What follows belongs to an exercise in optimizing a design on an open flow for small area, a short achievable clock period and few clock cycles per item; a production flow would make more cautious choices. Where RTL was checked, it was by simulation tests only, not by an equivalence proof against the original. No driver is modelled on the clock port, so clock power and skew are understated where the tree is cut down; a real chip needs a root buffer or a tree. Power is estimated from default activity; no workload was simulated.

## build 86
==> module glyph_rounder, before the edit <==
module glyph_rounder (
    input  wire       clk,
    input  wire       rst,         
    input  wire       in_valid,
    output wire       in_ready,
    input  wire [7:0] in_data,
    output wire       out_valid,
    input  wire       out_ready,
    output wire [7:0] out_data
);
    reg [7:0] a [0:8];
    reg [6:0] up;
    reg [2:0] rcv;           
    reg       a0v;           
    reg [2:0] j;             
    reg       pend;          
    reg       newrow;        
    reg       l7;            
    reg [2:0] pcr;           
    reg [5:0] rem;           
    reg       inv_a;         
    reg       inv_b;         
    reg [7:0] obuf, skid;
    reg       ov, sv;
    reg       rdy;           
    assign in_ready  = rdy;
    assign out_valid = ov;
    assign out_data  = obuf;
    wire upper    = pend & ~sv;                 
    wire lower    = a0v & (~pend | ~sv);        
    wire rdy_i    = ~a0v | ~pend | ~sv;         
    wire [2:0] kin = rcv - {2'd0, a0v};         
    wire complete = lower & (rcv == 3'd0);      
    wire top      = (j == 3'd0);
    wire bot      = (j == 3'd7);
    wire [6:0] b0  = a[0][6:0];
    wire       s1  = b0[0] ^ b0[1] ^ b0[2];
    wire       c1  = (b0[0] & b0[1]) | (b0[0] & b0[2]) | (b0[1] & b0[2]);
    wire       s2  = b0[3] ^ b0[4] ^ b0[5];
    wire       c2  = (b0[3] & b0[4]) | (b0[3] & b0[5]) | (b0[4] & b0[5]);
    wire       s3  = s1 ^ s2 ^ b0[6];
    wire       c3  = (s1 & s2) | (s1 & b0[6]) | (s2 & b0[6]);
    wire [2:0] pc  = {(c1 & c2) | (c1 & c3) | (c2 & c3), c1 ^ c2 ^ c3, s3};
    wire       plast  = l7;
    wire [5:0] rem_n  = rem - {3'd0, pcr};
    wire       inv_c  = rem[5] | (rem == 6'd0) |
                        ((rem[4:3] == 2'd0) & (pcr >= rem[2:0]));
    wire       cnew   = plast & top;                
    wire       inv    = cnew ? inv_c : inv_a;
    wire [6:0] ctr = a[8][6:0];
    wire [8:0] hp  = {inv, ctr, inv};               
    wire [6:0] uu  = top ? {7{inv}} : up;
    wire [6:0] dd  = bot ? {7{inv}} : a[7][6:0];
    wire [6:0] cor = (hp[8:2] ^ hp[6:0]) & (uu ^ dd);
    wire [7:0] row_out = {a[8][7], (ctr & ~cor) | ({7{inv}} & cor)};
    wire [8:1] en;
    genvar gp;
    generate
        for (gp = 1; gp < 9; gp = gp + 1) begin : g_en
            assign en[gp] = lower | (upper & (gp > kin));
        end
    endgenerate
    wire       do_lower;
    wire [2:0] rcv_n;
    wire       a0v_n, ofree, skid_en, ov_n, sv_n, rdy_n;
    wire       pend_n = complete | (pend & ~(upper & bot));
    wire [2:0] j_n    = complete ? 3'd0 : j + {2'd0, upper};
    glyph_rounder_late u_late (
        .in_valid  (in_valid),
        .out_ready (out_ready),
        .rdy_i     (rdy_i),
        .rcv       (rcv),
        .rcv_inc   (rcv + 3'd1),
        .a0v_keep  (a0v & ~lower),
        .pend_n    (pend_n),
        .ov        (ov),
        .sv        (sv),
        .consume   (upper),
        .do_lower  (do_lower),
        .rcv_n     (rcv_n),
        .a0v_n     (a0v_n),
        .ofree     (ofree),
        .skid_en   (skid_en),
        .ov_n      (ov_n),
        .sv_n      (sv_n),
        .rdy_n     (rdy_n)
    );
    integer p;
    always @(posedge clk) begin
        if (do_lower)
            a[0] <= in_data;
        for (p = 1; p < 9; p = p + 1)
            if (en[p])
                a[p] <= a[p - 1];
        if (upper)
            up <= ctr;
        if (plast && !(pend && top))
            inv_b <= inv_c;
        if (cnew)
            inv_a <= inv_c;
        else if (complete)
            inv_a <= plast ? inv_c : inv_b;
        if (ofree)
            obuf <= sv ? skid : row_out;
        if (skid_en)
            skid <= row_out;
    end
    always @(posedge clk) begin
        if (rst) begin
            rcv    <= 3'd0;
            a0v    <= 1'b0;
            j      <= 3'd0;
            pend   <= 1'b0;
            newrow <= 1'b0;
            l7     <= 1'b0;
            pcr    <= 3'd0;
            rem    <= 6'd29;
            ov     <= 1'b0;
            sv     <= 1'b0;
            rdy    <= 1'b1;
        end else begin
            rcv    <= rcv_n;
            a0v    <= a0v_n;
            j      <= j_n;
            pend   <= pend_n;
            newrow <= do_lower;
            l7     <= newrow & (rcv == 3'd0);    
            pcr    <= newrow ? pc : 3'd0;        
            rem    <= plast ? 6'd29 : rem_n;
            ov     <= ov_n;
            sv     <= sv_n;
            rdy    <= rdy_n;
        end
    end
endmodule
==> module glyph_rounder_late, before the edit <==
module glyph_rounder_late (
    input  wire       in_valid,
    input  wire       out_ready,
    input  wire       rdy_i,
    input  wire [2:0] rcv,
    input  wire [2:0] rcv_inc,
    input  wire       a0v_keep,
    input  wire       pend_n,
    input  wire       ov,
    input  wire       sv,
    input  wire       consume,
    output wire       do_lower,   
    output wire [2:0] rcv_n,
    output wire       a0v_n,
    output wire       ofree,      
    output wire       skid_en,    
    output wire       ov_n,
    output wire       sv_n,
    output wire       rdy_n
);
    assign do_lower = in_valid & rdy_i;
    assign rcv_n    = do_lower ? rcv_inc : rcv;
    assign a0v_n    = do_lower | a0v_keep;
    assign ofree    = ~ov | out_ready;
    assign skid_en  = ov & ~out_ready & consume;
    assign ov_n     = sv | consume | (ov & ~out_ready);
    assign sv_n     = ov & ~out_ready & (sv | consume);
    assign rdy_n    = ~a0v_n | ~pend_n | ~sv_n;
endmodule
export LEC_CHECK = 0
export ABC_AREA = 1
export CAP_MARGIN = 20
export CORE_MARGIN = 2
export CORE_UTILIZATION = 40
export PLACE_DENSITY = 0.6
export SETUP_SLACK_MARGIN = 5.0
export SLEW_MARGIN = 20
export SYNTH_HIERARCHICAL = 1
export SYNTH_MINIMUM_KEEP_SIZE = 0
create_clock -name core_clock -period 8.0 [get_ports {clk}]
standard.sh (not shown) runs the stock make flow with config.mk's settings and CLKGATE_MAP_FILE= SYNTH_SCRIPT=/design/flow/synth_recipe.tcl, a recipe that flattens the netlist after the stock synthesis.
==> flow/flow/run.sh <==
#!/bin/bash
# Standard ORFS layout (the standard.sh) with these changes:
#  - port buffers of sky130_fd_sc_hd__buf_2,
#  - a tighter repair_timing target (SETUP_SLACK_MARGIN),
#  - the clock tree built by flow/mcts.tcl: the clock port drives four
#    clkbuf_16, each driving the clock pins of one quarter of the registers.
# Make's output goes to flow_make.log; each ORFS step keeps its own log
# under orfs/logs/.
set -euo pipefail
here=$(pwd)
export MCTS_K=4
export MCTS_BUF=sky130_fd_sc_hd__clkbuf_16
bash standard.sh finish \
    "BUFFER_PORTS_ARGS=-buffer_cell sky130_fd_sc_hd__buf_2" \
    SETUP_SLACK_MARGIN=5.7 \
    "PRE_CTS_TCL=$here/flow/pre_cts.tcl" \
    > flow_make.log 2>&1
Other scripts of this flow, unchanged in this note and not shown: flow/flow/mcts.tcl, flow/flow/pre_cts.tcl
Inputs modified between build 86 and build 36:
==> flow/design.v <==
module glyph_rounder (
    input  wire       clk,
    input  wire       rst,         
    input  wire       in_valid,
    output wire       in_ready,
    input  wire [7:0] in_data,
    output wire       out_valid,
    input  wire       out_ready,
    output wire [7:0] out_data
);
    reg [7:0] a [0:8];
    reg [6:0] up;
    reg [2:0] kin;           
    reg       a0v;           
    reg [2:0] j;             
    reg       pend;          
    reg       pv;            
    reg       plast;         
    reg [2:0] pcr;
    reg [5:0] rem;           
    reg       inv_a;         
    reg [7:0] obuf, skid;
    reg       ov, sv;
    reg       rdy;           
    assign in_ready  = rdy;
    assign out_valid = ov;
    assign out_data  = obuf;
    wire upper    = pend & ~sv;                 
    wire lower    = a0v & (~pend | ~sv);        
    wire rdy_i    = ~a0v | ~pend | ~sv;         
    wire complete = lower & (kin == 3'd7);      
    wire top      = (j == 3'd0);
    wire bot      = (j == 3'd7);
    wire [6:0] b0  = a[0][6:0];
    wire       s1  = b0[0] ^ b0[1] ^ b0[2];
    wire       c1  = (b0[0] & b0[1]) | (b0[0] & b0[2]) | (b0[1] & b0[2]);
    wire       s2  = b0[3] ^ b0[4] ^ b0[5];
    wire       c2  = (b0[3] & b0[4]) | (b0[3] & b0[5]) | (b0[4] & b0[5]);
    wire       s3  = s1 ^ s2 ^ b0[6];
    wire       c3  = (s1 & s2) | (s1 & b0[6]) | (s2 & b0[6]);
    wire [2:0] pc  = {(c1 & c2) | (c1 & c3) | (c2 & c3), c1 ^ c2 ^ c3, s3};
    wire [5:0] rem_n  = rem - {3'd0, pcr};
    wire       inv_c  = rem[5] | (rem == 6'd0) |
                        ((rem[4:3] == 2'd0) & (pcr >= rem[2:0]));
    wire       inv    = plast ? inv_c : inv_a;
    wire [6:0] ctr = a[8][6:0];
    wire [8:0] hp  = {inv, ctr, inv};               
    wire [6:0] uu  = top ? {7{inv}} : up;
    wire [6:0] dd  = bot ? {7{inv}} : a[7][6:0];
    wire [6:0] cor = (hp[8:2] ^ hp[6:0]) & (uu ^ dd);
    wire [7:0] row_out = {a[8][7], (ctr & ~cor) | ({7{inv}} & cor)};
    wire [8:1] en;
    genvar gp;
    generate
        for (gp = 1; gp < 9; gp = gp + 1) begin : g_en
            assign en[gp] = lower | (upper & (gp > kin));
        end
    endgenerate
    wire       do_lower;
    wire       a0v_n, ofree, skid_en, ov_n, sv_n, rdy_n;
    wire       pend_n = complete | (pend & ~(upper & bot));
    wire [2:0] j_n    = complete ? 3'd0 : j + {2'd0, upper};
    glyph_rounder_late u_late (
        .in_valid  (in_valid),
        .out_ready (out_ready),
        .rdy_i     (rdy_i),
        .a0v_keep  (a0v & ~lower),
        .pend_n    (pend_n),
        .ov        (ov),
        .sv        (sv),
        .consume   (upper),
        .do_lower  (do_lower),
        .a0v_n     (a0v_n),
        .ofree     (ofree),
        .skid_en   (skid_en),
        .ov_n      (ov_n),
        .sv_n      (sv_n),
        .rdy_n     (rdy_n)
    );
    integer p;
    always @(posedge clk) begin
        if (do_lower)
            a[0] <= in_data;
        for (p = 1; p < 9; p = p + 1)
            if (en[p])
                a[p] <= a[p - 1];
        if (upper)
            up <= ctr;
        pcr <= pc;
        if (plast)
            inv_a <= inv_c;
        if (ofree)
            obuf <= sv ? skid : row_out;
        if (skid_en)
            skid <= row_out;
    end
    always @(posedge clk) begin
        if (rst) begin
            kin    <= 3'd0;
            a0v    <= 1'b0;
            j      <= 3'd0;
            pend   <= 1'b0;
            pv     <= 1'b0;
            plast  <= 1'b0;
            rem    <= 6'd29;
            ov     <= 1'b0;
            sv     <= 1'b0;
            rdy    <= 1'b1;
        end else begin
            kin    <= kin + {2'd0, lower};
            a0v    <= a0v_n;
            j      <= j_n;
            pend   <= pend_n;
            pv     <= lower;
            plast  <= complete;
            if (plast)
                rem <= 6'd29;
            else if (pv)
                rem <= rem_n;
            ov     <= ov_n;
            sv     <= sv_n;
            rdy    <= rdy_n;
        end
    end
endmodule
module glyph_rounder_late (
    input  wire       in_valid,
    input  wire       out_ready,
    input  wire       rdy_i,
    input  wire       a0v_keep,
    input  wire       pend_n,
    input  wire       ov,
    input  wire       sv,
    input  wire       consume,
    output wire       do_lower,   
    output wire       a0v_n,
    output wire       ofree,      
    output wire       skid_en,    
    output wire       ov_n,
    output wire       sv_n,
    output wire       rdy_n
);
    assign do_lower = in_valid & rdy_i;
    assign a0v_n    = do_lower | a0v_keep;
    assign ofree    = ~ov | out_ready;
    assign skid_en  = ov & ~out_ready & consume;
    assign ov_n     = sv | consume | (ov & ~out_ready);
    assign sv_n     = ov & ~out_ready & (sv | consume);
    assign rdy_n    = ~a0v_n | ~pend_n | ~sv_n;
endmodule
[summary]
- The flow did not stop early for build 86: all stages ran, and the layout cleared the timing, DRC and antenna checks.
- In summary, build 36 completed successfully, with a layout that passed the timing, DRC and antenna checks.
- From build 86 to build 36 the numbers moved as follows: routed wire length went down 3.7%, post-synthesis to final-layout area growth -1.6 points, area taken by flip-flops and latches -41 µm², final-layout worst hold slack moved up.
- In build 36, area of placed instances is lower than in build 86.
- Area: build 36 vs build 86 -> build 36 smaller
- Build 86 → build 36: post-synthesis sequential area ratio increased by 1.6 points relative to the old numbers, detailed-routed wire length on met3 decreased by 6.3% relative to the old numbers, static power due to leakage decreased by 0.000070 µW relative to the old numbers.
Testbench counts of build 36, summed over its fixed seeds: cycles 25,680, items 3,200.
Function not checked in build 86: the RTL went through the layout flow alone. In every run of this note, the design's own scripts or RTL, not TritonCTS, make the clock network.

[port drivers added, routing unchanged]
The flow's constraints put no driver on any port. The routed layouts listed below were extracted and timed again, unchanged, in two steps. Step 1 sets driving cells, clkbuf_16 on the clock port and buf_2 on the other inputs (assumed; they add their load-dependent delay and slew). Step 2 also shifts input and output timing later by t, the mid clock arrival at the registers, as if the neighbouring blocks saw the same clock. Three values: no drivers, after step 1, after step 2; two values: the first two.
| run | t (ns) | setup WS [ns] | latest minus earliest clock arrival (ns) |
|---|---|---|---|
| build 86 | 0.238 | 5.706 / 5.632 / 5.592 | 0.017 / 0.016 |
| build 36 | 0.241 | 5.702 / 5.623 / 5.566 | 0.010 / 0.011 |
After both steps setup and hold are still met in every run listed. For build 36, which loses most, drivers alone change the setup slack by -0.079 ns; drivers and shift together by -0.136 ns.
